Background: an optimization exercise with open tools, aiming at small area, a short achievable clock period and few clock cycles per item. Do not read the settings as production practice. No run shown here included a check of the RTL's function; only the layout flow was run. Power figures rest on the tool's default switching activity, not on a simulated workload.

**config.mk**
```make
export PLATFORM = sky130hd
export DESIGN_NAME = si7021_unit
export DESIGN_NICKNAME = si7021_unit
export VERILOG_FILES = /design/flow/design.v
export SDC_FILE = /design/flow/constraint.sdc
export NUM_CORES = 4
export LEC_CHECK = 0
export CAP_MARGIN = 20
export CORE_MARGIN = 2
export CORE_UTILIZATION = 40
export SLEW_MARGIN = 20
```
**constraint.sdc**
```tcl
create_clock -name core_clock -period 13.0 [get_ports {clk}]
set_input_delay 2.6000 -clock core_clock [delete_from_list [all_inputs] [get_ports {clk}]]
set_output_delay 2.6000 -clock core_clock [all_outputs]
set_load 0.01 [all_outputs]
```
**design.v**
```verilog
module si7021_unit (
    input  wire        clk,
    input  wire        rst,           
    input  wire        in_valid,
    output wire        in_ready,
    input  wire [7:0]  in_op,
    input  wire [63:0] in_a,
    input  wire [47:0] in_b,
    input  wire [7:0]  in_c,
    input  wire [23:0] in_n,
    output reg         out_valid,
    output wire [1:0]  out_fault,
    output reg  [63:0] out_r0,
    output reg  [31:0] out_r1
);
    wire [7:0] n1 = in_n[7:0];
    wire [7:0] n2 = in_n[15:8];
    wire [7:0] n3 = in_n[23:16];
    wire lengths_good = (n1 == 8'd8) && (n2 == 8'd6) && (n3 == 8'd1);
    wire i_20 = (in_op == 8'h20);
    wire i_21 = (in_op == 8'h21);
    wire i_24 = (in_op == 8'h24);
    wire i_2d = (in_op == 8'h2D);
    wire i_10 = (in_op == 8'h10);
    wire i_32 = (in_op == 8'h32);
    wire sel_sn = i_20 | i_24;                        
    wire sel_n  = (i_20 & ~lengths_good) | i_21;      
    wire [7:0] a0 = in_a[7:0],   a1 = in_a[15:8],  a2 = in_a[23:16], a3 = in_a[31:24];
    wire [7:0] a4 = in_a[39:32], a5 = in_a[47:40], a6 = in_a[55:48], a7 = in_a[63:56];
    wire [7:0] b0 = in_b[7:0],   b1 = in_b[15:8],  b3 = in_b[31:24], b4 = in_b[39:32];
    wire [63:0] pack;
    assign pack[7:0]   = sel_n ? n1 : a0;
    assign pack[15:8]  = sel_n ? n2 : sel_sn ? a2 : i_2d ? b0 : a1;
    assign pack[23:16] = sel_n ? n3 : sel_sn ? a4 : a2;
    assign pack[31:24] = sel_sn ? a6 : a3;
    assign pack[39:32] = sel_sn ? b0 : a4;
    assign pack[47:40] = sel_sn ? b1 : a5;
    assign pack[55:48] = sel_sn ? b3 : a6;
    assign pack[63:56] = sel_sn ? b4 : a7;
    wire [3:0] len = i_10 ? 4'd1 : ((n1[7:3] != 5'd0) ? 4'd8 : {1'b0, n1[2:0]});
    wire [7:0] g1_x0 = a0;
    wire [7:0] g1_x1 = a1 ^ a2;
    wire [7:0] g1_x2 = a3 ^ a4;
    wire [7:0] g1_x3 = a5 ^ a6;
    wire [7:0] g1_t0, g1_t1, g1_t2, g1_t3;
    assign g1_t0[0] = ^(g1_x0 & 8'h59);
    assign g1_t0[1] = ^(g1_x0 & 8'hB2);
    assign g1_t0[2] = ^(g1_x0 & 8'h64);
    assign g1_t0[3] = ^(g1_x0 & 8'hC8);
    assign g1_t0[4] = ^(g1_x0 & 8'hC9);
    assign g1_t0[5] = ^(g1_x0 & 8'hCB);
    assign g1_t0[6] = ^(g1_x0 & 8'h96);
    assign g1_t0[7] = ^(g1_x0 & 8'h2C);
    assign g1_t1[0] = ^(g1_x1 & 8'h59);
    assign g1_t1[1] = ^(g1_x1 & 8'hB2);
    assign g1_t1[2] = ^(g1_x1 & 8'h64);
    assign g1_t1[3] = ^(g1_x1 & 8'hC8);
    assign g1_t1[4] = ^(g1_x1 & 8'hC9);
    assign g1_t1[5] = ^(g1_x1 & 8'hCB);
    assign g1_t1[6] = ^(g1_x1 & 8'h96);
    assign g1_t1[7] = ^(g1_x1 & 8'h2C);
    assign g1_t2[0] = ^(g1_x2 & 8'h59);
    assign g1_t2[1] = ^(g1_x2 & 8'hB2);
    assign g1_t2[2] = ^(g1_x2 & 8'h64);
    assign g1_t2[3] = ^(g1_x2 & 8'hC8);
    assign g1_t2[4] = ^(g1_x2 & 8'hC9);
    assign g1_t2[5] = ^(g1_x2 & 8'hCB);
    assign g1_t2[6] = ^(g1_x2 & 8'h96);
    assign g1_t2[7] = ^(g1_x2 & 8'h2C);
    assign g1_t3[0] = ^(g1_x3 & 8'h59);
    assign g1_t3[1] = ^(g1_x3 & 8'hB2);
    assign g1_t3[2] = ^(g1_x3 & 8'h64);
    assign g1_t3[3] = ^(g1_x3 & 8'hC8);
    assign g1_t3[4] = ^(g1_x3 & 8'hC9);
    assign g1_t3[5] = ^(g1_x3 & 8'hCB);
    assign g1_t3[6] = ^(g1_x3 & 8'h96);
    assign g1_t3[7] = ^(g1_x3 & 8'h2C);
    wire g1bad = (g1_t0 != a1) | (g1_t1 != a3) | (g1_t2 != a5) | (g1_t3 != a7);
    wire [7:0] g2_p0 = b0, g2_q0 = b1;
    wire [7:0] g2_p1 = b3, g2_q1 = b4;
    wire [7:0] g2_u0, g2_v0, g2_u1, g2_v1;
    assign g2_u0[0] = ^(g2_p0 & 8'hCE);
    assign g2_u0[1] = ^(g2_p0 & 8'h9C);
    assign g2_u0[2] = ^(g2_p0 & 8'h39);
    assign g2_u0[3] = ^(g2_p0 & 8'h72);
    assign g2_u0[4] = ^(g2_p0 & 8'h2B);
    assign g2_u0[5] = ^(g2_p0 & 8'h99);
    assign g2_u0[6] = ^(g2_p0 & 8'h33);
    assign g2_u0[7] = ^(g2_p0 & 8'h67);
    assign g2_v0[0] = ^(g2_q0 & 8'h59);
    assign g2_v0[1] = ^(g2_q0 & 8'hB2);
    assign g2_v0[2] = ^(g2_q0 & 8'h64);
    assign g2_v0[3] = ^(g2_q0 & 8'hC8);
    assign g2_v0[4] = ^(g2_q0 & 8'hC9);
    assign g2_v0[5] = ^(g2_q0 & 8'hCB);
    assign g2_v0[6] = ^(g2_q0 & 8'h96);
    assign g2_v0[7] = ^(g2_q0 & 8'h2C);
    assign g2_u1[0] = ^(g2_p1 & 8'hCE);
    assign g2_u1[1] = ^(g2_p1 & 8'h9C);
    assign g2_u1[2] = ^(g2_p1 & 8'h39);
    assign g2_u1[3] = ^(g2_p1 & 8'h72);
    assign g2_u1[4] = ^(g2_p1 & 8'h2B);
    assign g2_u1[5] = ^(g2_p1 & 8'h99);
    assign g2_u1[6] = ^(g2_p1 & 8'h33);
    assign g2_u1[7] = ^(g2_p1 & 8'h67);
    assign g2_v1[0] = ^(g2_q1 & 8'h59);
    assign g2_v1[1] = ^(g2_q1 & 8'hB2);
    assign g2_v1[2] = ^(g2_q1 & 8'h64);
    assign g2_v1[3] = ^(g2_q1 & 8'hC8);
    assign g2_v1[4] = ^(g2_q1 & 8'hC9);
    assign g2_v1[5] = ^(g2_q1 & 8'hCB);
    assign g2_v1[6] = ^(g2_q1 & 8'h96);
    assign g2_v1[7] = ^(g2_q1 & 8'h2C);
    wire g2bad = ((g2_u0 ^ g2_v0) != in_b[23:16]) | ((g2_u1 ^ g2_v1) != in_b[47:40]);
    reg        v_q;
    reg [63:0] d_q;
    reg [7:0]  c_q;
    reg [7:0]  op_q;
    reg [3:0]  len_q;
    reg        good_q, g1_q, g2_q;
    reg [15:0] t_q;                  
    always @(posedge clk) begin
        if (rst)
            v_q <= 1'b0;
        else
            v_q <= in_valid;
        d_q    <= pack;
        c_q    <= in_c;
        op_q   <= in_op;
        len_q  <= len;
        good_q <= lengths_good;
        g1_q   <= g1bad;
        g2_q   <= g2bad;
        t_q    <= in_a[15:0] & {16{i_32}};
    end
    wire [7:0] op = op_q;
    wire op_10 = (op == 8'h10);
    wire op_11 = (op == 8'h11);
    wire op_12 = (op == 8'h12);
    wire op_20 = (op == 8'h20);
    wire op_21 = (op == 8'h21);
    wire op_22 = (op == 8'h22);
    wire op_23 = (op == 8'h23);
    wire op_24 = (op == 8'h24);
    wire op_25 = (op == 8'h25);
    wire op_26 = (op == 8'h26);
    wire op_28 = (op == 8'h28);
    wire op_29 = (op == 8'h29);
    wire op_2a = (op == 8'h2A);
    wire op_2b = (op == 8'h2B);
    wire op_2c = (op == 8'h2C);
    wire op_2d = (op == 8'h2D);
    wire op_30 = (op == 8'h30);
    wire op_31 = (op == 8'h31);
    wire op_32 = (op == 8'h32);
    wire legal = op_10 | op_11 | op_12 | op_20 | op_21 | op_22 | op_23 |
                 op_24 | op_25 | op_26 | op_28 | op_29 | op_2a | op_2b |
                 op_2c | op_2d | op_30 | op_31 | op_32;
    wire sentinel = (op_20 | op_21) & ~good_q;
    wire id_ok    = op_20 & good_q;
    wire [7:0] en;
    genvar gk;
    generate
        for (gk = 0; gk < 8; gk = gk + 1) begin : g_en
            assign en[gk] = (len_q > gk);
        end
    endgenerate
    wire [7:0] c_tinv;
    assign c_tinv[0] = ^(c_q & 8'h18);
    assign c_tinv[1] = ^(c_q & 8'h30);
    assign c_tinv[2] = ^(c_q & 8'h61);
    assign c_tinv[3] = ^(c_q & 8'hC2);
    assign c_tinv[4] = ^(c_q & 8'h9D);
    assign c_tinv[5] = ^(c_q & 8'h23);
    assign c_tinv[6] = ^(c_q & 8'h46);
    assign c_tinv[7] = ^(c_q & 8'h8C);
    wire [63:0] crc_x;
    assign crc_x[7:0] = en[0] ? (d_q[7:0] ^ c_q) : 8'h00;
    generate
        for (gk = 1; gk < 7; gk = gk + 1) begin : g_crcx
            assign crc_x[8*gk +: 8] = en[gk] ? d_q[8*gk +: 8] : 8'h00;
        end
    endgenerate
    assign crc_x[63:56] = en[7] ? d_q[63:56] : (en[0] ? 8'h00 : c_tinv);
    wire [2:0] back = 3'd0 - len_q[2:0];
    wire [7:0] crc_c8;
    assign crc_c8[0] = ^(crc_x & 64'h59CEA483C7353F45);
    assign crc_c8[1] = ^(crc_x & 64'hB29C49078F6B7E8A);
    assign crc_c8[2] = ^(crc_x & 64'h6439930E1ED7FC14);
    assign crc_c8[3] = ^(crc_x & 64'hC872261D3CAEF929);
    assign crc_c8[4] = ^(crc_x & 64'hC92BE8B9BF69CC16);
    assign crc_c8[5] = ^(crc_x & 64'hCB9974F0B8E6A768);
    assign crc_c8[6] = ^(crc_x & 64'h9633E9E071CD4FD1);
    assign crc_c8[7] = ^(crc_x & 64'h2C67D2C1E39A9FA2);
    reg [63:0] inv_rows;
    always @(*) begin
        case (back)
            3'd0: inv_rows = 64'h8040201008040201;
            3'd1: inv_rows = 64'h8C46239DC2613018;
            3'd2: inv_rows = 64'h2F170BAAFA7DBE5F;
            3'd3: inv_rows = 64'hA8D4EA5D8643A150;
            3'd4: inv_rows = 64'h6D361B60DD6EB7DB;
            3'd5: inv_rows = 64'hDEEF7765ECF67BBD;
            3'd6: inv_rows = 64'hC462B11C4A251289;
            3'd7: inv_rows = 64'hAB552A3EB45AAD56;
        endcase
    end
    wire [7:0] crc_res;
    generate
        for (gk = 0; gk < 8; gk = gk + 1) begin : g_inv
            assign crc_res[gk] = ^(crc_c8 & inv_rows[8*gk +: 8]);
        end
    endgenerate
    wire [15:0] code = d_q[15:0];
    wire is_t = op_q[1];
    wire tie = (code[13:0] == 14'h2000);
    wire rnd_down = tie & (code[14] ^ ~is_t);
    wire [29:0] cz = {14'd0, code};
    wire [29:0] ct = {14'd0, t_q};                  
    wire [29:0] ch = {14'd0, code & ~t_q};          
    wire [29:0] pp0 = cz;
    wire [29:0] pp1 = cz << 5;
    wire [29:0] pp2 = (ch << 2)  | (ct << 3);
    wire [29:0] pp3 = (ch << 4)  | (ct << 8);
    wire [29:0] pp4 = (ch << 10) | (ct << 12);
    wire [29:0] pp5 = (ch << 11);
    wire [29:0] kof = is_t ? (30'h1FFF - (30'd4685 << 14)) : (30'h1FFF - (30'd600 << 14));
    wire cin = ~rnd_down;
    function [59:0] csa;             
        input [29:0] x, y, z;
        begin
            csa[29:0]  = x ^ y ^ z;
            csa[59:30] = {((x & y) | (x & z) | (y & z)), 1'b0};
        end
    endfunction
    wire [59:0] l1a = csa(pp0, pp1, pp2);
    wire [59:0] l1b = csa(pp3, pp4, pp5);
    wire [59:0] l2a = csa(l1a[29:0], l1a[59:30], l1b[29:0]);
    wire [59:0] l3a = csa(l2a[29:0], l2a[59:30], l1b[59:30]);
    wire [59:0] l4a = csa(l3a[29:0], l3a[59:30], kof);
    wire [29:0] sx = l4a[29:0];
    wire [29:0] sy = l4a[59:30];
    wire [30:0] ax = {sx, cin}, ay = {sy, cin};
    wire [30:0] kg0 = ax & ay, kp0 = ax ^ ay;
    wire [30:0] kg1 = kg0 | (kp0 & {kg0[29:0], 1'b0});
    wire [30:0] kp1 = kp0 & {kp0[29:0], 1'b0};
    wire [30:0] kg2 = kg1 | (kp1 & {kg1[28:0], 2'b0});
    wire [30:0] kp2 = kp1 & {kp1[28:0], 2'b0};
    wire [30:0] kg3 = kg2 | (kp2 & {kg2[26:0], 4'b0});
    wire [30:0] kp3 = kp2 & {kp2[26:0], 4'b0};
    wire [30:0] kg4 = kg3 | (kp3 & {kg3[22:0], 8'b0});
    wire [30:0] kp4 = kp3 & {kp3[22:0], 8'b0};
    wire [30:0] kg5 = kg4 | (kp4 & {kg4[14:0], 16'b0});
    wire [30:0] sum31 = kp0 ^ {kg5[29:0], 1'b0};
    wire [29:0] cnv_sum = sum31[30:1];
    wire [15:0] cnv = cnv_sum[29:14];
    function [2:0] dev_label;
        input [7:0] m;
        begin
            if (m == 8'h00 || m == 8'hFF) dev_label = 3'd0;
            else if (m == 8'h0D)          dev_label = 3'd1;
            else if (m == 8'h14)          dev_label = 3'd2;
            else if (m == 8'h15)          dev_label = 3'd3;
            else                          dev_label = 3'd4;
        end
    endfunction
    function [1:0] fw_label;
        input [7:0] f;
        begin
            if (f == 8'hFF)      fw_label = 2'd0;
            else if (f == 8'h20) fw_label = 2'd1;
            else                 fw_label = 2'd2;
        end
    endfunction
    function [15:0] heater_current;
        input [3:0] l;
        begin
            heater_current = {12'd0, l} * 16'd608 + 16'd309;
        end
    endfunction
    wire [7:0] u = d_q[7:0];
    wire [7:0] h = d_q[15:8];
    wire [1:0] sel = {u[7], u[0]};
    reg  [3:0] hres, tres;
    always @(*) begin
        case (sel)
            2'd0: begin hres = 4'd12; tres = 4'd14; end
            2'd1: begin hres = 4'd8;  tres = 4'd12; end
            2'd2: begin hres = 4'd10; tres = 4'd13; end
            default: begin hres = 4'd11; tres = 4'd11; end
        endcase
    end
    wire [7:0] dev_in = op_25 ? u : d_q[39:32];
    wire [7:0] fw_in  = op_26 ? u : c_q;
    wire [2:0] dev_l  = dev_label(dev_in);
    wire [1:0] fw_l   = fw_label(fw_in);
    reg [63:0] r0;
    reg [31:0] r1;
    always @(*) begin
        r0 = 64'd0;
        if (id_ok | op_24)  r0 = d_q;
        if (sentinel)       r0 = {40'hFF_FFFF_FFFF, d_q[23:0]};
        if (op_10 | op_11)  r0[7:0] = crc_res;
        if (op_12)          r0[15:0] = {u[6:0], 1'b0,
                                        {c_q[6:0], 1'b0} ^ ((u[7] ^ c_q[7]) ? 8'h31 : 8'h00)};
        if (op_28) begin
            r0[1:0]   = sel;
            r0[11:8]  = hres;
            r0[19:16] = tres;
            r0[24]    = u[2];
            r0[32]    = u[6];
        end
        if (op_29 | op_2c)  r0[3:0] = u[3:0];
        if (op_2a)          r0[15:0] = heater_current(u[3:0]);
        if (op_2b)          r0[7:0] = {c_q[1], u[6:1], c_q[0]};
        if (op_2d) begin
            r0[3:0]   = hres;
            r0[7:4]   = tres;
            r0[8]     = u[2];
            r0[15:12] = h[3:0];
            r0[23:16] = u;
            r0[31:24] = h;
            r0[47:32] = heater_current(h[3:0]);
            r0[48]    = u[6];
        end
        if (op_30)          r0[15:0] = {u, h};
        if (!legal)         r0[7:0] = op;
        if (op_31 | op_32)  r0[15:0] = cnv;
        r1 = 32'd0;
        if (id_ok) begin
            r1[7:0]   = d_q[39:32];
            r1[15:8]  = c_q;
        end
        if (op_25)          r1[7:0]  = u;
        if (op_26)          r1[15:8] = u;
        if (id_ok | op_25)  r1[18:16] = dev_l;
        if (id_ok | op_26)  r1[21:20] = fw_l;
        if (id_ok | op_22)  r1[24] = g1_q;
        if (id_ok | op_23)  r1[25] = g2_q;
        if (sentinel)       r1 = {5'd0, 3'b100, 2'd0, 2'd2, 1'b0, 3'd5, 8'h00, 8'hFF};
        if ((op_20 | op_21) & good_q) r1[28] = 1'b1;
    end
    reg fault_q;
    assign in_ready  = 1'b1;
    assign out_fault = {fault_q, fault_q};
    always @(posedge clk) begin
        if (rst)
            out_valid <= 1'b0;
        else
            out_valid <= v_q;
        fault_q <= ~legal;
        out_r0  <= r0;
        out_r1  <= r1;
    end
endmodule
```
**flow/run.sh**
```bash
#!/bin/bash
set -euo pipefail
bash standard.sh SETUP_SLACK_MARGIN=7 finish > standard_flow.log 2>&1
```
**standard.sh**
```bash
#!/bin/bash
# synth_recipe.tcl (not shown) runs the flow's synth.tcl, then flattens the netlist and writes it again
# the make line also repeats each setting of config.mk as NAME=value (left out here)
make -C /OpenROAD-flow-scripts/flow DESIGN_CONFIG=/design/flow/config.mk WORK_HOME=/design/flow/orfs CLKGATE_MAP_FILE= SYNTH_SCRIPT=/design/flow/synth_recipe.tcl "${@:-finish}"
```
==> impl_results.md, run 1 <==
- Die Width: 213 um
- Worst-path fanout max: 12
- Worst Path Buf+Inv: 5
- CP Data Arrival Time: 5.96 ns
- GR Util met1: 0.398
- Fill cells: 4140
- Height of the chip: 213 um
- FFs w/ async S/R, synth: 0
- Post-DRT Antenna Nets: 0
- Sequential fraction of the synthesis area: 0.223
- Reg2reg start: d_q[5]
- Tot GR Track Use: 0.294
- Delay-heaviest family, CP: adder cells
- Antenna Cells: 0
- Clock sink count: 195
- Synthesized area: 0.0175 sq mm
- Pin count of the biggest net entering global routing: 65
- Antenna violations before repair: 2
- Yosys top cell by area: dfxtp_1
- Leakage: 9.03 nW
- Max Root-Sink Buffers: 2
- Final HPWL DP: 54100 um
- Synthesis-stage register bit count: 195
- Worst Path Required: 13.32 ns
- Die Area: 0.0454 sq mm
- Least-Margin Pin Slew: 1.08 ns
- WHS Endpoint: out_valid
- TritonCTS Buffers: 17
- Startpoint type of the worst setup path: register
- Largest stage delay, worst path: 0.54 ns
- Mapped Cells: 2010
- RSZ-0062 raised after global routing: no
- Post-DR vias/cell: 5.44
- Core area: 0.0431 sq mm
- 1st-iter DRT viols: 1390
- Hold_sp: v_q
- Post-synth top area share: 0.223
- Met2 usage: 0.462
- Drt pass-1 iters: 8
- Worst skew pair latency: 0.48 ns
- GRT Residual Overflow: 0
- Max Slew Vio Count: 0
- Max Cap Violations: 0
- Clock skew: 0.0173 ns
- Max Freq: 177 MHz
- Area grow syn2layout: 20.6%
- Outcome: no timing/DRC/antenna violations
- Layout cells sized above 1: 0.0686
- Top post-synthesis cells by area: dfxtp_1, xnor2_1, ha_1, fa_1, xor2_1
- Hold Buf Count CTS: 0
- Starting Density: 0.405
- DP Area: 0.0204 sq mm
- Ys flop type: dfxtp_1
- Routed via count: 15253
- Layout Nets: 2523
- Peak supply drop: 0.0995 mV
- Crit-path cells: buf_4 -> inv_1 -> nor2_1 -> nor2_1 -> fa_1 -> inv_1 -> fa_1 -> inv_1 -> fa_1 -> inv_1 -> fa_1 -> ha_1 -> a21o_1 -> a21oi_1 -> o21ai_0 -> nor3b_2 -> o41ai_2 -> o41ai_1 -> mux2i_1 -> nand3_1
- Busiest metal layer after global routing: met2
- CTS tree: yes
- Post_cts resized: 0
- Root Buffer: clkbuf_16
- Post-synth EDFFs: 0
- Synth cell types: 81
- First-pass GRT wire length: 96400 um
- Final TNS setup: 0 ns
- Slew HR: 0.276
- Hold Slack: 0.451 ns
- M3 GR Usage: 0.0515
- Port-buffer cells: 246
- CP endpoint kind: register
- R2r worst-path depth: 20
- CTS clk-pin slew, worst paths: 0.08 ns
- CP Class: reg2reg
- Hold depth: 1
- Vias in the first global route: 14980
- Ys Warns: 1
- List of most frequent post-synthesis cells: xnor2_1, dfxtp_1, nor2_1, inv_1, nand2_1
- Final min period: 5.64 ns
- R2r setup slk: 7.36 ns
- Final Hold Fails: 0
- PwrDens: 153 mW/mm^2
- Hold Path Class: reg2reg
- Setup violators final: 0
- Design area: 0.0211 sq mm
- Drt wl/cell: 23.7 um
- Period utilization: 0.434
- RR Endpoint: out_r0[15]
- Row count: 76
- Final WL: 66500 um
- GPL Wtd Cong: 1.00
- Avg Cell Area, Syn: 8.69 sq um
- Most common cell in the netlist: xnor2_1
- Num ports: 255
- CP max stage cell: fa_1
- Post-CTS Setup Repair Bufs: 0
- CTS H-tree lvls: 4
- DRC viols: 0
## sequential cells by signal, indices dropped and copies added (netlist names)
name and flops:
len_q 4, g2_q 1, t_q 16, out_r0 64, op_q 8, d_q 64, fault_q 1, c_q 8
out_valid 1, v_q 1, out_r1 25, g1_q 1, good_q 1
## worst reg2reg max path, stage by stage (launching register included)
cell and delay, ns:
dfxtp_1 0.32, buf_4 0.24, inv_1 0.26, nor2_1 0.32, nor2_1 0.10, fa_1 0.51
inv_1 0.05, fa_1 0.54, inv_1 0.05, fa_1 0.52, inv_1 0.06, fa_1 0.37
ha_1 0.37, a21o_1 0.19, a21oi_1 0.23, o21ai_0 0.20, nor3b_2 0.34, o41ai_2 0.16
o41ai_1 0.33, mux2i_1 0.24, nand3_1 0.10
## per-stage QoR
stage                     cells  power (W)  worst slack [ns]   util
after floorplan            2016    0.00209              7.85      -
after global placement     2770    0.00266              7.27  0.475
after detailed placement   2770    0.00266              7.21  0.475
after CTS                  2802    0.00321              7.18  0.489
after global routing       2802    0.00342              7.09  0.489
final                      2802    0.00322              7.36  0.489
## worst max-delay path by stage
stage,start,slack [ns],cells past startpoint,to
finish,d_q[5],7.36,20,out_r0[15]
global route,d_q[5],7.09,20,out_r0[15]
CTS,d_q[3],7.18,19,out_r0[15]
detailed placement,d_q[3],7.21,19,out_r0[15]
global placement,d_q[3],7.27,19,out_r0[15]
floorplan,d_q[2],7.85,22,out_r0[15]
## cell families (layout without fill, tap and decap cells)
family                   after synthesis  count (layout)  share of synthesized area
AND/OR/NAND/NOR                      504             504                      0.138
buffers and inverters                273             474                     0.0635
other                                  2               8                   0.000430
multiplexers                          88              88                     0.0546
XOR/XNOR                             406             406                      0.239
adder cells (fa/ha/maj)              164             164                      0.142
AO/OA/AOI/OAI                        378             378                      0.139
flip-flops                           195             195                      0.223
## final cells by class
| type | count | area (sq um) | area share |
|---|---|---|---|
| clock inverters | 14 | 160 | 0.00760 |
| repair buffers | 273 | 2670 | 0.127 |
| flip-flops and latches | 195 | 3910 | 0.186 |
| multi-input cells | 1548 | 12500 | 0.595 |
| inverters | 169 | 634 | 0.0301 |
| clock buffers | 18 | 439 | 0.0208 |
| well taps | 585 | 732 | 0.0347 |
## report_power, final
part           total [W]  internal [W]  switching, W  leakage (nW)
combinational    0.00203      0.000874       0.00115          7.13
sequential      0.000654      0.000617     0.0000378          1.61
clock           0.000534      0.000262      0.000271         0.292
## layer usage
layer,up-vias,share of wire,wire [um]
li1,7146,-,-
met1,7258,0.44,29000
met2,733,0.45,29800
met3,114,0.078,5180
met4,2,0.038,2500
met5,-,0.00020,13
## layout by cell type, fill, tap and decap left out, drive strengths merged, types with 35 or more instances in the layout
cell and n:
inv 172, dfxtp 195, a21o 39, nor2 182, xnor3 37, xor2 112
o21ai 108, a21oi 88, fa 56, nand2 113, nand3 35, mux2 58
ha 108, xnor2 252, clkdlybuf4s50 246
==> run 2, diff against run 1 <==
==> flow/run.sh (replaced) <==
#!/bin/bash
set -euo pipefail
bash standard.sh SETUP_SLACK_MARGIN=9 finish > standard_flow.log 2>&1
==> impl_results.md, run 2 <==
- Yosys top cell by area: dfxtp_1
- Leakage: 10.4 nW (+15%)
- Routed via count: 16113 (+5.6%)
- Fill cells: 3996 (-3.5%)
- Final HPWL DP: 53400 um (-1.3%)
- Hold Buf Count CTS: 0 (unchanged)
- Slew HR: 0.285 (+0.00965)
- CTS tree: yes
- TritonCTS Buffers: 17 (unchanged)
- Period utilization: 0.366 (-0.0676)
- Layout cells sized above 1: 0.205 (+0.136)
- Post-synth EDFFs: 0 (unchanged)
- Layout Nets: 2600 (+3.1%)
- DRC viols: 0 (unchanged)
- Core area: 0.0431 sq mm (unchanged)
- Leading registers by flop count: d_q (64), out_r0 (64), out_r1 (25)
- Drt wl/cell: 24.2 um (+2.0%)
- Most frequent cells in the layout: xnor2_1, dfxtp_1, nor2_1
- Sequential fraction of the synthesis area: 0.223 (unchanged)
- CP Data Arrival Time: 5.15 ns (-0.81 ns)
- CTS H-tree lvls: 4 (unchanged)
- Synth cell types: 81 (unchanged)
- Max Root-Sink Buffers: 2 (unchanged)
- Most common cell after layout, fill and taps aside: xnor2_1
- Vias in the first global route: 15918 (+6.3%)
- Hold Path Class: reg2reg
- Pre-CTS setup slack: 7.53 ns (+0.318 ns)
- Ys flop type: dfxtp_1
- Setup WS post-layout: 8.24 ns (+0.878 ns)
- First-pass GRT wire length: 101000 um (+5.0%)
- Port-buffer cells: 246 (unchanged)
- Post-DR vias/cell: 5.59 (+2.8%)
- Startpoint type of the worst setup path: register
- Synthesis-stage register bit count: 195 (unchanged)
- Max Freq: 210 MHz (+18%)
- Final WL: 69700 um (+4.8%)
- CTS clk-pin slew, worst paths: 0.08 ns (about the same)
- List of most frequent post-synthesis cells: xnor2_1, dfxtp_1, nor2_1, inv_1, nand2_1
- Hold Slack: 0.461 ns (+0.0104 ns)
- Antenna violations before repair: 0 (-2)
- Final min period: 4.76 ns (-0.878 ns)
- CP endpoint kind: register
- GPL Wtd Cong: 0.970 (-3.4%)
- Peak supply drop: 0.129 mV (+30%)
- Die Area: 0.0454 sq mm (unchanged)
- Post-DRT Antenna Nets: 0 (unchanged)
- RSZ-0062 raised after global routing: yes
- Worst-path fanout max: 3 (-9)
- Drt pass-1 iters: 7 (-1)
- Area grow syn2layout: 32.3%
- Num ports: 255 (unchanged)
- Worst skew pair latency: 0.50 ns (+0.02 ns)
- Final Hold Fails: 0 (unchanged)
- Height of the chip: 213 um (unchanged)
- Row count: 76 (unchanged)
- Clock skew: 0.0160 ns (-0.00128 ns)
- PwrDens: 171 mW/mm^2 (+12%)
- GRT Residual Overflow: 0 (unchanged)
- Worst Path Required: 13.39 ns (+0.07 ns)
- Pin count of the biggest net entering global routing: 65 (unchanged)
- Max Slew Vio Count: 0 (unchanged)
- Top post-synthesis cells by area: dfxtp_1, xnor2_1, ha_1, fa_1, xor2_1
- Tot GR Track Use: 0.308 (+0.0139)
- Post-synth top area share: 0.223 (unchanged)
- CP Class: reg2reg
- Synthesized area: 0.0175 sq mm (unchanged)
- FFs w/ async S/R, synth: 0 (unchanged)
- Clock sink count: 195 (unchanged)
- Starting Density: 0.405 (unchanged)
- Die Width: 213 um (unchanged)
- Outcome: no timing/DRC/antenna violations
- Root Buffer: clkbuf_16
- Most common cell in the netlist: xnor2_1
- Ys Warns: 1 (unchanged)
- 1st-iter DRT viols: 1456 (+4.7%)
- Least-Margin Pin Slew: 1.06 ns (-0.0165 ns)
- Setup violators final: 0 (unchanged)
- Max Cap Violations: 0 (unchanged)
- Final TNS setup: 0 ns (unchanged)
- Mapped Cells: 2010 (unchanged)
- Avg Cell Area, Syn: 8.69 sq um (unchanged)
run 2: cell counts after synthesis:
Identical to the previous run, type by type.
run 2: per-layer routing:
| layer | GRT usage | part of all wire | up-vias |
|---|---|---|---|
| met4 | 0.137 | 0.045 | 0 |
| met2 | 0.482 | 0.44 | 911 |
| li1 | - | - | 7307 |
| met1 | 0.410 | 0.42 | 7731 |
| met5 | 0 | 0 | - |
| met3 | 0.0612 | 0.087 | 164 |
run 2: final timing paths:
| kind | start | end | cells after the start | slack [ns] |
|---|---|---|---|---|
| max | d_q[3] | out_r0[12] | 22 | 8.24 |
| min | v_q | out_valid | 1 | 0.46 |
| max reg2reg | d_q[3] | out_r0[12] | 22 | 8.24 |
| min reg2reg | v_q | out_valid | 1 | 0.46 |
run 2: timing repair:
| item | CTS | global route |
|---|---|---|
| gates cloned | 2 | 0 |
| setup buffers | 68 | 18 |
| gates resized for setup | 332 | 133 |
| endpoints found under the setup margin | 118 | 49 |
| pin swaps | 88 | 56 |
run 2: worst max-delay path, stage by stage (launching register included):
cell and delay, ns:
dfxtp_4 0.40, clkinvlp_4 0.18, nor2_4 0.19, inv_2 0.06, fa_1 0.49, inv_2 0.04
fa_1 0.48, inv_1 0.05, fa_1 0.46, fa_1 0.51, inv_2 0.06, ha_4 0.21
nand4_1 0.10, buf_4 0.14, nor2_4 0.03, a21oi_2 0.15, nand2_2 0.09, a31oi_4 0.19
o21ai_2 0.11, a31oi_4 0.22, a211oi_2 0.11, o21a_1 0.18, o31ai_2 0.20
run 2: logic make-up (layout without fill, tap and decap cells):
| kind of cell | Yosys count | after routing | synth area share |
|---|---|---|---|
| and+or+nand+nor | 504 | 504 | 0.138 |
| other | 2 | 9 | 0.000430 |
| muxes | 88 | 88 | 0.0546 |
| adders and majority gates | 164 | 164 | 0.142 |
| xor gates and xnor gates | 406 | 406 | 0.239 |
| buffers and inverters | 273 | 551 | 0.0635 |
| AOI/OAI and AO/OA | 378 | 378 | 0.139 |
| DFF | 195 | 195 | 0.223 |
run 2: area by class of cell:
type                       count  area (sq um)  share of cell area
inverter                     169           666              0.0288
clock buffer                  19           453              0.0196
multi-input combinational   1548         13900               0.600
timing repair buffer         350          3240               0.140
antenna                        1          2.50            0.000108
tap                          585           732              0.0317
clock inverter                13           181             0.00785
sequential                   195          3970               0.172
run 2: power by group:
part | internal (W) | leakage, nW | total (W) | switching (W)
Sequential | 0.000615 | 1.61 | 0.000653 | 0.0000374
Clock | 0.000304 | 0.312 | 0.000578 | 0.000274
Combinational | 0.00127 | 8.49 | 0.00272 | 0.00145
Total | 0.00219 | 10.4 | 0.00395 | 0.00176
run 2: stage by stage:
stage          utilization  cell area, sq um  power [W]  std cells
4_1_cts              0.523             22500    0.00365       2861
3_5_place_dp         0.481             20700    0.00274       2759
6_report             0.537             23100    0.00395       2880
5_1_grt              0.536             23100    0.00415       2879
2_1_floorplan            -             18000    0.00220       2016
3_3_place_gp         0.481             20700    0.00273       2759
==> run 3, diff against run 2 <==
--- a/design.v
+++ b/design.v
@@ -14,4 +14,5 @@
     output reg  [31:0] out_r1
 );
+    genvar gk;
     wire [7:0] n1 = in_n[7:0];
     wire [7:0] n2 = in_n[15:8];
@@ -23,5 +24,4 @@
     wire i_2d = (in_op == 8'h2D);
     wire i_10 = (in_op == 8'h10);
-    wire i_32 = (in_op == 8'h32);
     wire sel_sn = i_20 | i_24;                        
     wire sel_n  = (i_20 & ~lengths_good) | i_21;      
@@ -76,5 +76,5 @@
     assign g1_t3[6] = ^(g1_x3 & 8'h96);
     assign g1_t3[7] = ^(g1_x3 & 8'h2C);
-    wire g1bad = (g1_t0 != a1) | (g1_t1 != a3) | (g1_t2 != a5) | (g1_t3 != a7);
+    wire [3:0] g1bad = {g1_t3 != a7, g1_t2 != a5, g1_t1 != a3, g1_t0 != a1};
     wire [7:0] g2_p0 = b0, g2_q0 = b1;
     wire [7:0] g2_p1 = b3, g2_q1 = b4;
@@ -112,5 +112,5 @@
     assign g2_v1[6] = ^(g2_q1 & 8'h96);
     assign g2_v1[7] = ^(g2_q1 & 8'h2C);
-    wire g2bad = ((g2_u0 ^ g2_v0) != in_b[23:16]) | ((g2_u1 ^ g2_v1) != in_b[47:40]);
+    wire [1:0] g2bad = {(g2_u1 ^ g2_v1) != in_b[47:40], (g2_u0 ^ g2_v0) != in_b[23:16]};
     reg        v_q;
     reg [63:0] d_q;
@@ -118,6 +118,7 @@
     reg [7:0]  op_q;
     reg [3:0]  len_q;
-    reg        good_q, g1_q, g2_q;
-    reg [15:0] t_q;                  
+    reg        good_q;
+    reg [3:0]  g1_q;
+    reg [1:0]  g2_q;
     always @(posedge clk) begin
         if (rst)
@@ -132,5 +133,4 @@
         g1_q   <= g1bad;
         g2_q   <= g2bad;
-        t_q    <= in_a[15:0] & {16{i_32}};
     end
     wire [7:0] op = op_q;
@@ -157,8 +157,9 @@
                  op_24 | op_25 | op_26 | op_28 | op_29 | op_2a | op_2b |
                  op_2c | op_2d | op_30 | op_31 | op_32;
+    wire crc_op   = op_10 | op_11;
+    wire cnv_op   = op_31 | op_32;
     wire sentinel = (op_20 | op_21) & ~good_q;
     wire id_ok    = op_20 & good_q;
     wire [7:0] en;
-    genvar gk;
     generate
         for (gk = 0; gk < 8; gk = gk + 1) begin : g_en
@@ -193,23 +194,4 @@
     assign crc_c8[6] = ^(crc_x & 64'h9633E9E071CD4FD1);
     assign crc_c8[7] = ^(crc_x & 64'h2C67D2C1E39A9FA2);
-    reg [63:0] inv_rows;
-    always @(*) begin
-        case (back)
-            3'd0: inv_rows = 64'h8040201008040201;
-            3'd1: inv_rows = 64'h8C46239DC2613018;
-            3'd2: inv_rows = 64'h2F170BAAFA7DBE5F;
-            3'd3: inv_rows = 64'hA8D4EA5D8643A150;
-            3'd4: inv_rows = 64'h6D361B60DD6EB7DB;
-            3'd5: inv_rows = 64'hDEEF7765ECF67BBD;
-            3'd6: inv_rows = 64'hC462B11C4A251289;
-            3'd7: inv_rows = 64'hAB552A3EB45AAD56;
-        endcase
-    end
-    wire [7:0] crc_res;
-    generate
-        for (gk = 0; gk < 8; gk = gk + 1) begin : g_inv
-            assign crc_res[gk] = ^(crc_c8 & inv_rows[8*gk +: 8]);
-        end
-    endgenerate
     wire [15:0] code = d_q[15:0];
     wire is_t = op_q[1];
@@ -217,14 +199,11 @@
     wire rnd_down = tie & (code[14] ^ ~is_t);
     wire [29:0] cz = {14'd0, code};
-    wire [29:0] ct = {14'd0, t_q};                  
-    wire [29:0] ch = {14'd0, code & ~t_q};          
     wire [29:0] pp0 = cz;
     wire [29:0] pp1 = cz << 5;
-    wire [29:0] pp2 = (ch << 2)  | (ct << 3);
-    wire [29:0] pp3 = (ch << 4)  | (ct << 8);
-    wire [29:0] pp4 = (ch << 10) | (ct << 12);
-    wire [29:0] pp5 = (ch << 11);
+    wire [29:0] pp2 = is_t ? (cz << 3)  : (cz << 2);
+    wire [29:0] pp3 = is_t ? (cz << 8)  : (cz << 4);
+    wire [29:0] pp4 = is_t ? (cz << 12) : (cz << 10);
+    wire [29:0] pp5 = is_t ? 30'd0      : (cz << 11);
     wire [29:0] kof = is_t ? (30'h1FFF - (30'd4685 << 14)) : (30'h1FFF - (30'd600 << 14));
-    wire cin = ~rnd_down;
     function [59:0] csa;             
         input [29:0] x, y, z;
@@ -240,19 +219,5 @@
     wire [59:0] l4a = csa(l3a[29:0], l3a[59:30], kof);
     wire [29:0] sx = l4a[29:0];
-    wire [29:0] sy = l4a[59:30];
-    wire [30:0] ax = {sx, cin}, ay = {sy, cin};
-    wire [30:0] kg0 = ax & ay, kp0 = ax ^ ay;
-    wire [30:0] kg1 = kg0 | (kp0 & {kg0[29:0], 1'b0});
-    wire [30:0] kp1 = kp0 & {kp0[29:0], 1'b0};
-    wire [30:0] kg2 = kg1 | (kp1 & {kg1[28:0], 2'b0});
-    wire [30:0] kp2 = kp1 & {kp1[28:0], 2'b0};
-    wire [30:0] kg3 = kg2 | (kp2 & {kg2[26:0], 4'b0});
-    wire [30:0] kp3 = kp2 & {kp2[26:0], 4'b0};
-    wire [30:0] kg4 = kg3 | (kp3 & {kg3[22:0], 8'b0});
-    wire [30:0] kp4 = kp3 & {kp3[22:0], 8'b0};
-    wire [30:0] kg5 = kg4 | (kp4 & {kg4[14:0], 16'b0});
-    wire [30:0] sum31 = kp0 ^ {kg5[29:0], 1'b0};
-    wire [29:0] cnv_sum = sum31[30:1];
-    wire [15:0] cnv = cnv_sum[29:14];
+    wire [29:0] sy = l4a[59:30];      
     function [2:0] dev_label;
         input [7:0] m;
@@ -296,10 +261,10 @@
     wire [1:0] fw_l   = fw_label(fw_in);
     reg [63:0] r0;
-    reg [31:0] r1;
+    reg [28:0] r1;
     always @(*) begin
         r0 = 64'd0;
         if (id_ok | op_24)  r0 = d_q;
         if (sentinel)       r0 = {40'hFF_FFFF_FFFF, d_q[23:0]};
-        if (op_10 | op_11)  r0[7:0] = crc_res;
+        if (crc_op)         r0[10:0] = {back, crc_c8};
         if (op_12)          r0[15:0] = {u[6:0], 1'b0,
                                         {c_q[6:0], 1'b0} ^ ((u[7] ^ c_q[7]) ? 8'h31 : 8'h00)};
@@ -326,6 +291,6 @@
         if (op_30)          r0[15:0] = {u, h};
         if (!legal)         r0[7:0] = op;
-        if (op_31 | op_32)  r0[15:0] = cnv;
-        r1 = 32'd0;
+        if (cnv_op)         r0[30:0] = {~rnd_down, sx};
+        r1 = 29'd0;
         if (id_ok) begin
             r1[7:0]   = d_q[39:32];
@@ -336,20 +301,76 @@
         if (id_ok | op_25)  r1[18:16] = dev_l;
         if (id_ok | op_26)  r1[21:20] = fw_l;
-        if (id_ok | op_22)  r1[24] = g1_q;
-        if (id_ok | op_23)  r1[25] = g2_q;
-        if (sentinel)       r1 = {5'd0, 3'b100, 2'd0, 2'd2, 1'b0, 3'd5, 8'h00, 8'hFF};
+        if (id_ok | op_22)  r1[24] = |g1_q;
+        if (id_ok | op_23)  r1[25] = |g2_q;
+        if (sentinel)       r1 = {2'b00, 3'b100, 2'd0, 2'd2, 1'b0, 3'd5, 8'h00, 8'hFF};
         if ((op_20 | op_21) & good_q) r1[28] = 1'b1;
+        if (cnv_op)         r1 = sy[29:1];
+    end
+    reg        v2_q;
+    reg [63:0] r0_q;
+    reg [28:0] r1_q;
+    reg        crc_q, cnv_q, fault_q;
+    always @(posedge clk) begin
+        if (rst)
+            v2_q <= 1'b0;
+        else
+            v2_q <= v_q;
+        r0_q    <= r0;
+        r1_q    <= r1;
+        crc_q   <= crc_op;
+        cnv_q   <= cnv_op;
+        fault_q <= ~legal;
     end
-    reg fault_q;
+    wire [7:0] crc_c8q = r0_q[7:0];
+    reg [63:0] inv_rows;
+    always @(*) begin
+        case (r0_q[10:8])
+            3'd0: inv_rows = 64'h8040201008040201;
+            3'd1: inv_rows = 64'h8C46239DC2613018;
+            3'd2: inv_rows = 64'h2F170BAAFA7DBE5F;
+            3'd3: inv_rows = 64'hA8D4EA5D8643A150;
+            3'd4: inv_rows = 64'h6D361B60DD6EB7DB;
+            3'd5: inv_rows = 64'hDEEF7765ECF67BBD;
+            3'd6: inv_rows = 64'hC462B11C4A251289;
+            3'd7: inv_rows = 64'hAB552A3EB45AAD56;
+        endcase
+    end
+    wire [7:0] crc_res;
+    generate
+        for (gk = 0; gk < 8; gk = gk + 1) begin : g_inv
+            assign crc_res[gk] = ^(crc_c8q & inv_rows[8*gk +: 8]);
+        end
+    endgenerate
+    wire [30:0] ax = {r0_q[29:0], r0_q[30]};
+    wire [30:0] ay = {r1_q[28:0], 1'b0, r0_q[30]};
+    wire [30:0] kg0 = ax & ay, kp0 = ax ^ ay;
+    wire [30:0] kg1 = kg0 | (kp0 & {kg0[29:0], 1'b0});
+    wire [30:0] kp1 = kp0 & {kp0[29:0], 1'b0};
+    wire [30:0] kg2 = kg1 | (kp1 & {kg1[28:0], 2'b0});
+    wire [30:0] kp2 = kp1 & {kp1[28:0], 2'b0};
+    wire [30:0] kg3 = kg2 | (kp2 & {kg2[26:0], 4'b0});
+    wire [30:0] kp3 = kp2 & {kp2[26:0], 4'b0};
+    wire [30:0] kg4 = kg3 | (kp3 & {kg3[22:0], 8'b0});
+    wire [30:0] kp4 = kp3 & {kp3[22:0], 8'b0};
+    wire [30:0] kg5 = kg4 | (kp4 & {kg4[14:0], 16'b0});
+    wire [30:0] sum31 = kp0 ^ {kg5[29:0], 1'b0};
+    wire [15:0] cnv = sum31[30:15];
+    reg [63:0] r0f;
+    always @(*) begin
+        r0f = r0_q;
+        if (crc_q) r0f = {56'd0, crc_res};
+        if (cnv_q) r0f = {48'd0, cnv};
+    end
+    reg fault3_q;
     assign in_ready  = 1'b1;
-    assign out_fault = {fault_q, fault_q};
+    assign out_fault = {fault3_q, fault3_q};
     always @(posedge clk) begin
         if (rst)
             out_valid <= 1'b0;
         else
-            out_valid <= v_q;
-        fault_q <= ~legal;
-        out_r0  <= r0;
-        out_r1  <= r1;
+            out_valid <= v2_q;
+        fault3_q <= fault_q;
+        out_r0   <= r0f;
+        out_r1   <= cnv_q ? 32'd0 : {3'd0, r1_q};
     end
 endmodule
==> impl_results.md, run 3 <==
- TritonCTS Buffers: 35 (+18)
- Flop pwr share: 0.349 (+0.184)
- NetSw: 0.000939 W (-47%)
- List of most frequent post-synthesis cells: dfxtp_1, nand2_1, xnor2_1, inv_1, xor2_1
- Port-buffer cells: 250 (+1.6%)
- Core area: 0.0491 sq mm (+14%)
- Starting Density: 0.405 (about the same)
- Vias in the first global route: 17256 (+8.4%)
- Slew HR: 0.235 (-0.0503)
- Height of the chip: 227 um (+6.6%)
- Final HPWL DP: 55100 um (+3.0%)
- Routed via count: 17163 (+6.5%)
- Startpoint type of the worst setup path: input port
- Post-synth top area share: 0.308 (+0.0845)
- Worst Path Required: 13.46 ns (+0.07 ns)
- Max Root-Sink Buffers: 3 (+1)
- Die Area: 0.0515 sq mm (+14%)
- CP Data Arrival Time: 4.48 ns (-0.67 ns)
- Synthesized area: 0.0199 sq mm (+14%)
- Max Slew Vio Count: 0 (unchanged)
- PwrDens: 118 mW/mm^2 (-31%)
- Final TNS setup: 0 ns (unchanged)
- Synthesis-stage register bit count: 306 (+57%)
- Sequential fraction of the synthesis area: 0.308 (+0.0845)
- Final min period: 4.02 ns (-0.745 ns)
- CTS H-tree lvls: 2 (-2)
- Layout cells sized above 1: 0.0935 (-0.111)
- Num ports: 255 (unchanged)
- DRC viols: 0 (unchanged)
- Die Width: 227 um (+6.6%)
- Combinational family with the most area after synthesis: XOR/XNOR gates
- RR Endpoint: r0_q[18]
- CP Class: in2reg
- Period utilization: 0.309 (-0.0573)
- Area grow syn2layout: 24.6%
- Worst skew pair latency: 0.58 ns (+0.08 ns)
- Layout Nets: 2812 (+8.2%)
- RSZ-0062 raised after global routing: no
- Post-Synth XOR/XNOR Area: 0.200 (-0.0384)
- Tot GR Track Use: 0.273 (-0.0352)
- Reg2reg start: op_q[1]
- Least-Margin Pin Slew: 1.14 ns (+0.0809 ns)
- Row count: 81 (+6.6%)
- Ys flop type: dfxtp_1
- GPL Wtd Cong: 0.963 (-0.68%)
- Antenna violations before repair: 0 (unchanged)
- Setup WS post-layout: 8.98 ns (+0.745 ns)
- R2r worst-path depth: 12 (-45%)
- Mapped Cells: 2265 (+13%)
- Crit-path cells: clkdlybuf4s50_1 -> nor4b_4 -> nand4_1 -> nor3_2 -> or3b_4 -> clkbuf_16 -> mux2_2
- Worst Path Buf+Inv: 2 (-4)
- Sw frac: 0.322 (-0.124)
- Avg Cell Area, Syn: 8.78 sq um (+1.1%)
- WHS Endpoint: fault3_q
- First-pass GRT wire length: 104000 um (+3.1%)
- CP endpoint kind: register
- Setup violators final: 0 (unchanged)
- Top post-synthesis cells by area: dfxtp_1, xnor2_1, ha_1, xor2_1, fa_1
- 1st-iter DRT viols: 1442 (-0.96%)
- CP max stage cell: clkdlybuf4s50_1
- FFs w/ async S/R, synth: 0 (unchanged)
- Synth cell types: 83 (+2.5%)
- Largest stage delay, worst path: 0.51 ns (about the same)
- Post-synth EDFFs: 0 (unchanged)
- Hold depth: 0 (-1)
- Post-DR vias/cell: 5.40 (-3.5%)
- Peak supply drop: 0.0806 mV (-38%)
- Pin count of the biggest net entering global routing: 43 (-34%)
- Most frequent cells in the layout: dfxtp_1, nand2_1, xnor2_1
- GRT Residual Overflow: 0 (unchanged)
- Comb pwr share: 0.311 (-0.378)
- Leading registers by flop count: d_q (64), out_r0 (64), r0_q (64)
- Clock sink count: 306 (+57%)
- Adder-cell share of the synthesized area: 0.127 (-0.0147)
- Internal: 0.00198 W (-9.6%)
- R2r setup slk: 9.05 ns (+0.81 ns)
- Hold_sp: fault_q
- Post-DRT Antenna Nets: 0 (unchanged)
- CTS tree: yes
- Yosys top cell by area: dfxtp_1
- Drt pass-1 iters: 9 (+2)
- Most common cell after layout, fill and taps aside: dfxtp_1
- Hold Path Class: reg2reg
- Hold Slack: 0.334 ns (-0.127 ns)
- Complex-gate fraction of the synthesized area: 0.113 (-0.0269)
- Pre-CTS setup slack: 7.74 ns (+0.212 ns)
- Post-synthesis mux area share: 0.0464 (-0.00816)
- Outcome: no timing/DRC/antenna violations
- Max Freq: 249 MHz (+19%)
- Final Hold Fails: 0 (unchanged)
- Drt wl/cell: 22.6 um (-6.5%)
- Leakage: 11.3 nW (+8.5%)
- Clock power frac: 0.340 (+0.194)
- Fraction of the mapped netlist area in simple logic gates: 0.152 (+0.0138)
- Delay-heaviest family, CP: simple AND/OR/NAND/NOR gates
- Worst-path fanout max: 8 (+5)
- Hold Buf Count CTS: 0 (unchanged)
- Ys Warns: 1 (unchanged)
- Final WL: 71900 um (+3.2%)
- Clock skew: 0.0328 ns (+0.0168 ns)
- Root Buffer: clkbuf_16
- CTS clk-pin slew, worst paths: 0.06 ns (-0.02 ns)
- Most common cell in the netlist: dfxtp_1
- Max Cap Violations: 0 (unchanged)
## run 3: what timing repair did
action / CTS / global route
cloned: 6 / 3
gates resized for setup: 152 / 48
pin swaps: 6 / 18
setup buffers: 12 / 4
endpoints found under the setup margin: 186 / 60
## run 3: routing by layer
layer  track usage  routed length (um)
met5             0                   0
met4         0.131                3980
met3        0.0456                5410
met2         0.455               33200
met1         0.342               29300
## run 3: final cells by class
cell class              instances  area [sq um]
diodes                          1          2.50
fillers                      4674         24300
clock buffers                  41           950
repair buffers                303          3080
inverters                     150           568
multi-input cells            1693         13000
flip-flops and latches        306          6130
well taps                     664           831
clock inverters                20           220
## run 3: through the flow
stage	utilization	power, W	instances	area, sq um
global route	0.505	0.00305	3177	24800
CTS	0.499	0.00293	3170	24500
detailed placement	0.469	0.00193	3091	23000
floorplan	-	0.00163	2267	20000
global placement	0.468	0.00192	3090	23000
finish	0.505	0.00292	3178	24800
## run 3: worst max path at each step
stage | cells after the start | startpoint | slack, ns | endpoint
CTS | 1 | out_r1[17] | 9.00 | out_r1[17]
floorplan | 7 | in_op[4] | 8.66 | d_q[13]
detailed placement | 7 | in_op[4] | 7.74 | d_q[10]
finish | 7 | in_n[16] | 8.98 | d_q[6]
global placement | 7 | in_op[4] | 7.79 | d_q[13]
global route | 7 | in_n[5] | 8.95 | d_q[0]
## run 3: cell families (layout without fill, tap and decap cells)
group | after synthesis | count (layout)
AND/OR/NAND/NOR | 656 | 656
XOR/XNOR | 434 | 434
AO/OA/AOI/OAI | 345 | 346
flip-flops | 306 | 306
buffers and inverters | 269 | 514
adder cells (fa/ha/maj) | 168 | 168
multiplexers | 85 | 85
other | 2 | 5
## run 3: power by group through the flow
stage               clock network [W]  logic (W)  registers (W)
global route                  0.00105   0.000987        0.00102
floorplan                           0   0.000626        0.00101
global placement                    0   0.000882        0.00104
finish                       0.000994   0.000908        0.00102
detailed placement                  0   0.000891        0.00104
CTS                           0.00102   0.000901        0.00102
==> run 4, diff against run 3 <==
==> flow/run.sh (replaced) <==
#!/bin/bash
set -euo pipefail
bash standard.sh SETUP_SLACK_MARGIN=10 finish > standard_flow.log 2>&1
==> impl_results.md, run 4 <==
- Outcome: no timing/DRC/antenna violations
- Synthesized area: 0.0199 sq mm (unchanged)
- Ys Warns: 1 (unchanged)
- Vias in the first global route: 18374 (+6.5%)
- Post-synth EDFFs: 0 (unchanged)
- DRC viols: 0 (unchanged)
- Slew HR: 0.252 (+0.0169)
- Die Area: 0.0515 sq mm (unchanged)
- Layout cells sized above 1: 0.347 (+0.253)
- 1st-iter DRT viols: 1461 (+1.3%)
- Post-synth top area share: 0.308 (unchanged)
- CTS tree: yes
- Core area: 0.0491 sq mm (unchanged)
- Die Width: 227 um (unchanged)
- Hold depth: 0 (unchanged)
- Final HPWL DP: 54800 um (-0.42%)
- Final WL: 76000 um (+5.6%)
- Complex-gate fraction of the synthesized area: 0.113 (unchanged)
- Post-synthesis mux area share: 0.0464 (unchanged)
- Crit-path cells: buf_8 -> or4b_4 -> or4_4 -> buf_12 -> clkbuf_16 -> mux2_2
- Max Freq: 253 MHz (+1.5%)
- Worst skew pair latency: 0.57 ns (about the same)
- Hold Buf Count CTS: 0 (unchanged)
- Drt pass-1 iters: 6 (-3)
- Top post-synthesis cells by area: dfxtp_1, xnor2_1, ha_1, xor2_1, fa_1
- Largest stage delay, worst path: 0.55 ns (+0.04 ns)
- Adder-cell share of the synthesized area: 0.127 (unchanged)
- Post-DR vias/cell: 5.42 (+0.32%)
- Dpl cells: 3087 (-0.13%)
- Final TNS setup: 0 ns (unchanged)
- Most common cell in the netlist: dfxtp_1
- CTS clk-pin slew, worst paths: 0.06 ns (about the same)
- Tot GR Track Use: 0.289 (+0.0161)
- Mapped Cells: 2265 (unchanged)
- Max Cap Violations: 0 (unchanged)
- Worst Path Required: 13.44 ns (-0.02 ns)
- Yosys top cell by area: dfxtp_1
- Hold Path Class: reg2reg
- Most frequent cells in the layout: dfxtp_1, nand2_1, xnor2_1
- Pin count of the biggest net entering global routing: 41 (-4.7%)
- Num ports: 255 (unchanged)
- Startpoint type of the worst setup path: input port
- GRT Residual Overflow: 0 (unchanged)
- Ys flop type: dfxtp_1
- PwrDens: 111 mW/mm^2 (-5.9%)
- Leakage: 12.3 nW (+8.4%)
- Worst-path fanout max: 8 (unchanged)
- Least-Margin Pin Slew: 1.12 ns (-0.0238 ns)
- Synth cell types: 83 (unchanged)
- CTS H-tree lvls: 2 (unchanged)
- CP max stage cell: or4b_4
- Leading registers by flop count: d_q (64), out_r0 (64), r0_q (64)
- First-pass GRT wire length: 111000 um (+6.3%)
- Antenna violations before repair: 2 (+2)
- RSZ-0062 raised after global routing: yes
- Sequential fraction of the synthesis area: 0.308 (unchanged)
- CP endpoint kind: register
- Fraction of the mapped netlist area in simple logic gates: 0.152 (unchanged)
- R2r worst-path depth: 14 (+2)
- Avg Cell Area, Syn: 8.78 sq um (unchanged)
- Routed via count: 17901 (+4.3%)
- Final cell count without fillers: 3304 (+4.0%)
- Post-Synth XOR/XNOR Area: 0.200 (unchanged)
- List of most frequent post-synthesis cells: dfxtp_1, nand2_1, xnor2_1, inv_1, xor2_1
- Most common cell after layout, fill and taps aside: dfxtp_1
- Area grow syn2layout: 41.5%
- Fill cells: 4346 (-7.0%)
- Synthesis-stage register bit count: 306 (unchanged)
- Drt wl/cell: 23.0 um (+1.6%)
- Clock skew: 0.0395 ns (+0.00671 ns)
- FFs w/ async S/R, synth: 0 (unchanged)
- TritonCTS Buffers: 35 (unchanged)
- Root Buffer: clkbuf_16
- Clock sink count: 306 (unchanged)
- Max Root-Sink Buffers: 3 (unchanged)
- Row count: 81 (unchanged)
- GPL Wtd Cong: 0.925 (-3.9%)
- Max Slew Vio Count: 0 (unchanged)
- Final min period: 3.96 ns (-0.0581 ns)
- Combinational family with the most area after synthesis: XOR/XNOR gates
- Post-DRT Antenna Nets: 0 (unchanged)
- Setup violators final: 0 (unchanged)
- Layout Nets: 2942 (+4.6%)
- Height of the chip: 227 um (unchanged)
- Peak supply drop: 0.0666 mV (-17%)
- Final Hold Fails: 0 (unchanged)
- Antenna Cells: 0 (-1)
- Starting Density: 0.405 (unchanged)
- Port-buffer cells: 250 (unchanged)
- CP Class: in2reg
- CP Data Arrival Time: 4.40 ns (-0.08 ns)
- Period utilization: 0.305 (-0.00447)
-- run 4: cell counts after synthesis --
Identical to the previous run, type by type.
-- run 4: cells by family after synthesis --
family | after synthesis
AOI/OAI and AO/OA | 345
adders and majority gates | 168
DFF | 306
buffers and inverters | 269
and+or+nand+nor | 656
other | 2
muxes | 85
xor gates and xnor gates | 434
-- run 4: worst max-delay path: cells and delay by family --
| kind | cells | cell delay, ns |
|---|---|---|
| muxes | 1 | 0.27 |
| buffers and inverters | 3 | 0.45 |
| and+or+nand+nor | 2 | 1.07 |
-- run 4: power by group --
part | leakage [nW] | total (W) | switching [W] | internal [W]
clock | 0.541 | 0.000949 | 0.000392 | 0.000557
sequential | 2.53 | 0.00102 | 0.0000535 | 0.000968
combinational | 9.19 | 0.00115 | 0.000586 | 0.000567
total | 12.3 | 0.00312 | 0.00103 | 0.00209
-- run 4: path summary, 6_finish.rpt --
check                  end  slack (ns)     start
setup reg to reg  r0_q[14]        9.57   op_q[1]
hold / removal    fault3_q        0.33   fault_q
setup / recovery   d_q[52]        9.04  in_op[6]
hold reg to reg   fault3_q        0.33   fault_q
-- run 4: cell type report --
type,count,area (sq um),area share
Timing Repair Buffer,428,4080,0.145
Multi-Input combinational cell,1697,15300,0.542
Inverter,150,646,0.0229
Clock buffer,47,992,0.0352
Clock inverter,11,105,0.00373
Sequential cell,306,6230,0.221
Tap cell,664,831,0.0295
Timing Repair inverter,1,11.3,0.000400
-- run 4: per-stage QoR --
stage                     worst slack [ns]  utilization  power, W  hold WS [ns]  area (sq um)
after floorplan                       8.66            -   0.00166         0.310         20700
after global placement                7.60        0.481   0.00196         0.317         23600
after detailed placement              7.73        0.481   0.00197         0.319         23600
after CTS                             9.00        0.550   0.00305         0.331         27000
after global routing                  9.03        0.574   0.00326         0.336         28200
final                                 9.04        0.574   0.00312         0.328         28200
-- run 4: what timing repair did --
| action | CTS | global route |
|---|---|---|
| setup endpoints to repair | 255 | 231 |
| resized for setup | 1250 | 238 |
| cloned | 12 | 2 |
| pin swaps | 175 | 131 |
| setup buffers | 112 | 33 |
-- run 4: metal layers --
metal | up-vias | track usage | routed length (um) | share of wire
met1 | 8549 | 0.358 | 30500 | 0.40
met5 | - | 0 | 0 | 0
met3 | 226 | 0.0488 | 5620 | 0.074
li1 | 8232 | - | - | -
met4 | 0 | 0.152 | 4230 | 0.056
met2 | 894 | 0.481 | 35600 | 0.47
==> run 5, diff against run 4 <==
--- a/design.v
+++ b/design.v
@@ -19,11 +19,7 @@
     wire [7:0] n3 = in_n[23:16];
     wire lengths_good = (n1 == 8'd8) && (n2 == 8'd6) && (n3 == 8'd1);
-    wire i_20 = (in_op == 8'h20);
-    wire i_21 = (in_op == 8'h21);
-    wire i_24 = (in_op == 8'h24);
-    wire i_2d = (in_op == 8'h2D);
     wire i_10 = (in_op == 8'h10);
-    wire sel_sn = i_20 | i_24;                        
-    wire sel_n  = (i_20 & ~lengths_good) | i_21;      
+    wire raw_a = in_op[4];
+    wire sel_n = ~in_op[4] & ~in_op[3] & ~in_op[2] & ~in_op[1] & (in_op[0] | ~lengths_good);
     wire [7:0] a0 = in_a[7:0],   a1 = in_a[15:8],  a2 = in_a[23:16], a3 = in_a[31:24];
     wire [7:0] a4 = in_a[39:32], a5 = in_a[47:40], a6 = in_a[55:48], a7 = in_a[63:56];
@@ -31,11 +27,11 @@
     wire [63:0] pack;
     assign pack[7:0]   = sel_n ? n1 : a0;
-    assign pack[15:8]  = sel_n ? n2 : sel_sn ? a2 : i_2d ? b0 : a1;
-    assign pack[23:16] = sel_n ? n3 : sel_sn ? a4 : a2;
-    assign pack[31:24] = sel_sn ? a6 : a3;
-    assign pack[39:32] = sel_sn ? b0 : a4;
-    assign pack[47:40] = sel_sn ? b1 : a5;
-    assign pack[55:48] = sel_sn ? b3 : a6;
-    assign pack[63:56] = sel_sn ? b4 : a7;
+    assign pack[15:8]  = raw_a ? a1 : sel_n ? n2 : in_op[3] ? b0 : a2;
+    assign pack[23:16] = raw_a ? a2 : sel_n ? n3 : a4;
+    assign pack[31:24] = raw_a ? a3 : a6;
+    assign pack[39:32] = raw_a ? a4 : b0;
+    assign pack[47:40] = raw_a ? a5 : b1;
+    assign pack[55:48] = raw_a ? a6 : b3;
+    assign pack[63:56] = raw_a ? a7 : b4;
     wire [3:0] len = i_10 ? 4'd1 : ((n1[7:3] != 5'd0) ? 4'd8 : {1'b0, n1[2:0]});
     wire [7:0] g1_x0 = a0;
==> flow/run.sh (replaced) <==
#!/bin/bash
set -euo pipefail
bash standard.sh SETUP_SLACK_MARGIN=9.2 finish > standard_flow.log 2>&1
==> impl_results.md, run 5 <==
- Ys Warns: 1 (unchanged)
- Post-synthesis mux area share: 0.0394 (-0.00701)
- Area of the multi-input gates: 0.0134 sq mm (-12%)
- Max Freq: 264 MHz (+4.5%)
- Num ports: 255 (unchanged)
- Most common cell in the netlist: dfxtp_1
- Post-synth EDFFs: 0 (unchanged)
- Pin count of the biggest net entering global routing: 76 (+85%)
- Post-Synth XOR/XNOR Area: 0.199 (-0.000951)
- Leakage: 11.4 nW (-6.8%)
- Die Width: 228 um (+0.42%)
- Worst-path fanout max: 8 (unchanged)
- DRC viols: 0 (unchanged)
- Tot GR Track Use: 0.276 (-0.0128)
- Leading registers by flop count: d_q (64), out_r0 (64), r0_q (64)
- Drt pass-1 iters: 5 (-1)
- Post-synth top area share: 0.305 (-0.00261)
- TritonCTS Buffers: 35 (unchanged)
- Synthesis-stage register bit count: 306 (unchanged)
- Complex-gate fraction of the synthesized area: 0.123 (+0.0108)
- Starting Density: 0.402 (-0.00318)
- Antenna violations before repair: 4 (+2)
- Yosys top cell by area: dfxtp_1
- Most frequent cells in the layout: dfxtp_1, nand2_1, xnor2_1
- CTS clk-pin slew, worst paths: 0.06 ns (about the same)
- Final WL: 73200 um (-3.6%)
- Fraction of the mapped netlist area in simple logic gates: 0.151 (-0.000728)
- Final TNS setup: 0 ns (unchanged)
- GRT Residual Overflow: 0 (unchanged)
- Post-DRT Antenna Nets: 0 (unchanged)
- Top post-synthesis cells by area: dfxtp_1, xnor2_1, ha_1, xor2_1, fa_1
- Row count: 82 (+1.2%)
- Area grow syn2layout: 25.0%
- Final min period: 3.79 ns (-0.170 ns)
- Antenna Cells: 0 (unchanged)
- Height of the chip: 228 um (+0.42%)
- CP max stage cell: o311ai_4
- Least-Margin Pin Slew: 1.07 ns (-0.0519 ns)
- Period utilization: 0.291 (-0.0131)
- Sequential fraction of the synthesis area: 0.305 (-0.00261)
- Ys flop type: dfxtp_1
- PwrDens: 127 mW/mm^2 (+15%)
- Clock skew: 0.0200 ns (-0.0195 ns)
- Final HPWL DP: 56800 um (+3.5%)
- Fill cells: 4832 (+11%)
- Setup WS post-layout: 9.21 ns (+0.170 ns)
- Worst Path Buf+Inv: 4 (+1)
- Core area: 0.0499 sq mm (+1.7%)
- List of most frequent post-synthesis cells: dfxtp_1, nand2_1, xnor2_1, inv_1, xor2_1
- Delay-heaviest family, CP: simple AND/OR/NAND/NOR gates
- Avg Cell Area, Syn: 8.79 sq um (+0.10%)
- Port-buffer cells: 250 (unchanged)
- CP Class: in2reg
- Crit-path cells: buf_8 -> nor4_4 -> nand4_1 -> o311ai_4 -> buf_4 -> buf_6 -> buf_16 -> nand2_4 -> o21ai_2 -> o21ai_1
- Max Cap Violations: 0 (unchanged)
- Largest stage delay, worst path: 0.35 ns (-0.20 ns)
- Drt wl/cell: 22.9 um (-0.54%)
- Final cell count without fillers: 3203 (-3.1%)
- Mapped Cells: 2282 (+0.75%)
- Root Buffer: clkbuf_16
- Synth cell types: 90 (+8.4%)
- CP endpoint kind: register
- Most common cell after layout, fill and taps aside: dfxtp_1
- Layout cells sized above 1: 0.116 (-0.230)
- First-pass GRT wire length: 109000 um (-1.7%)
- Synthesized area: 0.0201 sq mm (+0.86%)
- Final Hold Fails: 0 (unchanged)
- Register Area: 0.00613 sq mm (-1.5%)
- Die Area: 0.0520 sq mm (+0.84%)
- FFs w/ async S/R, synth: 0 (unchanged)
- Routed via count: 17028 (-4.9%)
- Startpoint type of the worst setup path: input port
- CP Data Arrival Time: 4.20 ns (-0.20 ns)
- Hold Path Class: reg2reg
- 1st-iter DRT viols: 1350 (-7.6%)
- Setup violators final: 0 (unchanged)
- Max Slew Vio Count: 0 (unchanged)
- CTS tree: yes
- CTS H-tree lvls: 2 (unchanged)
- RSZ-0062 raised after global routing: yes
- Vias in the first global route: 17590 (-4.3%)
- Worst skew pair latency: 0.56 ns (about the same)
- Post-DR vias/cell: 5.32 (-1.9%)
- Slew HR: 0.284 (+0.0325)
- Worst Path Required: 13.41 ns (-0.03 ns)
- GPL Wtd Cong: 0.954 (+3.1%)
- Clock sink count: 306 (unchanged)
- Peak supply drop: 0.0832 mV (+25%)
- Dpl cells: 3108 (+0.68%)
- Outcome: no timing/DRC/antenna violations
- Combinational family with the most area after synthesis: XOR/XNOR gates
- Adder-cell share of the synthesized area: 0.125 (-0.00170)
- Max Root-Sink Buffers: 3 (unchanged)
- Pre-CTS setup slack: 8.11 ns (+0.378 ns)
- Layout Nets: 2827 (-3.9%)
run 5: cell types whose count changed in the layout (fill, tap and decap cells not counted), moves of 54 or more:
cell | previous run | this run
dfxtp_1 | 248 | 302
clkdlybuf4s50_1 | 22 | 95
dlygate4sd2_1 | 22 | 119
buf_2 | 95 | 2
buf_4 | 113 | 52
buf_6 | 88 | 6
run 5: cell families (layout without fill, tap and decap cells):
family                     after synthesis  count (layout)
muxes                                   73              73
DFF                                    306             306
AOI/OAI and AO/OA                      378             379
xor gates and xnor gates               439             439
buffers and inverters                  278             524
other                                    2               4
adders and majority gates              167             167
and+or+nand+nor                        639             639
run 5: area by class of cell:
| type | instances | share of cell area |
|---|---|---|
| clock buffer | 48 | 0.0405 |
| sequential | 306 | 0.245 |
| multi-input combinational | 1701 | 0.535 |
| timing repair buffer | 312 | 0.116 |
| inverter | 149 | 0.0223 |
| tap | 672 | 0.0335 |
| clock inverter | 15 | 0.00763 |
run 5: per-stage QoR:
stage          utilization  hold WS (ns)  power, W  instance area, sq um
2_1_floorplan            -         0.310   0.00179                 20200
3_3_place_gp         0.466         0.316   0.00214                 23200
3_5_place_dp         0.466         0.332   0.00215                 23200
4_1_cts              0.497         0.345   0.00319                 24800
5_1_grt              0.503         0.352   0.00336                 25100
6_report             0.503         0.338   0.00320                 25100
run 5: path summary, 6_finish.rpt:
check / from / endpoint / slack (ns) / depth (start not counted)
min reg2reg: fault_q / fault3_q / 0.34 / 0
min: fault_q / fault3_q / 0.34 / 0
max: in_n[6] / d_q[8] / 9.21 / 10
max reg2reg: op_q[1] / r0_q[20] / 9.32 / 12
run 5: timing repair:
item | in CTS | in global routing
cloned | 4 | 0
endpoints found under the setup margin | 165 | 45
setup buffers | 21 | 7
resized for setup | 193 | 106
pin swaps | 22 | 23
hold buffers | 0 | 0
run 5: where the power goes:
group / switching (W) / total, W / internal, W
clock: 0.000409 / 0.00102 / 0.000615
sequential: 0.0000545 / 0.00103 / 0.000971
combinational: 0.000620 / 0.00115 / 0.000527
total: 0.00108 / 0.00320 / 0.00211
run 5: layer usage:
layer / global-route usage / up-vias / wire length, um
met5: 0 / - / 28
met4: 0.133 / 4 / 3820
met3: 0.0531 / 199 / 5160
met2: 0.437 / 719 / 32700
met1: 0.361 / 8096 / 31600
li1: - / 8010 / -

Re-timed with assumed drivers on the ports (clkbuf_16 on the clock, buf_2 on other inputs), run 5 has 9.177 ns of setup slack against 9.211 ns with ideal ports, and 8.618 ns once port delays also move by the mid clock arrival of 0.612 ns.
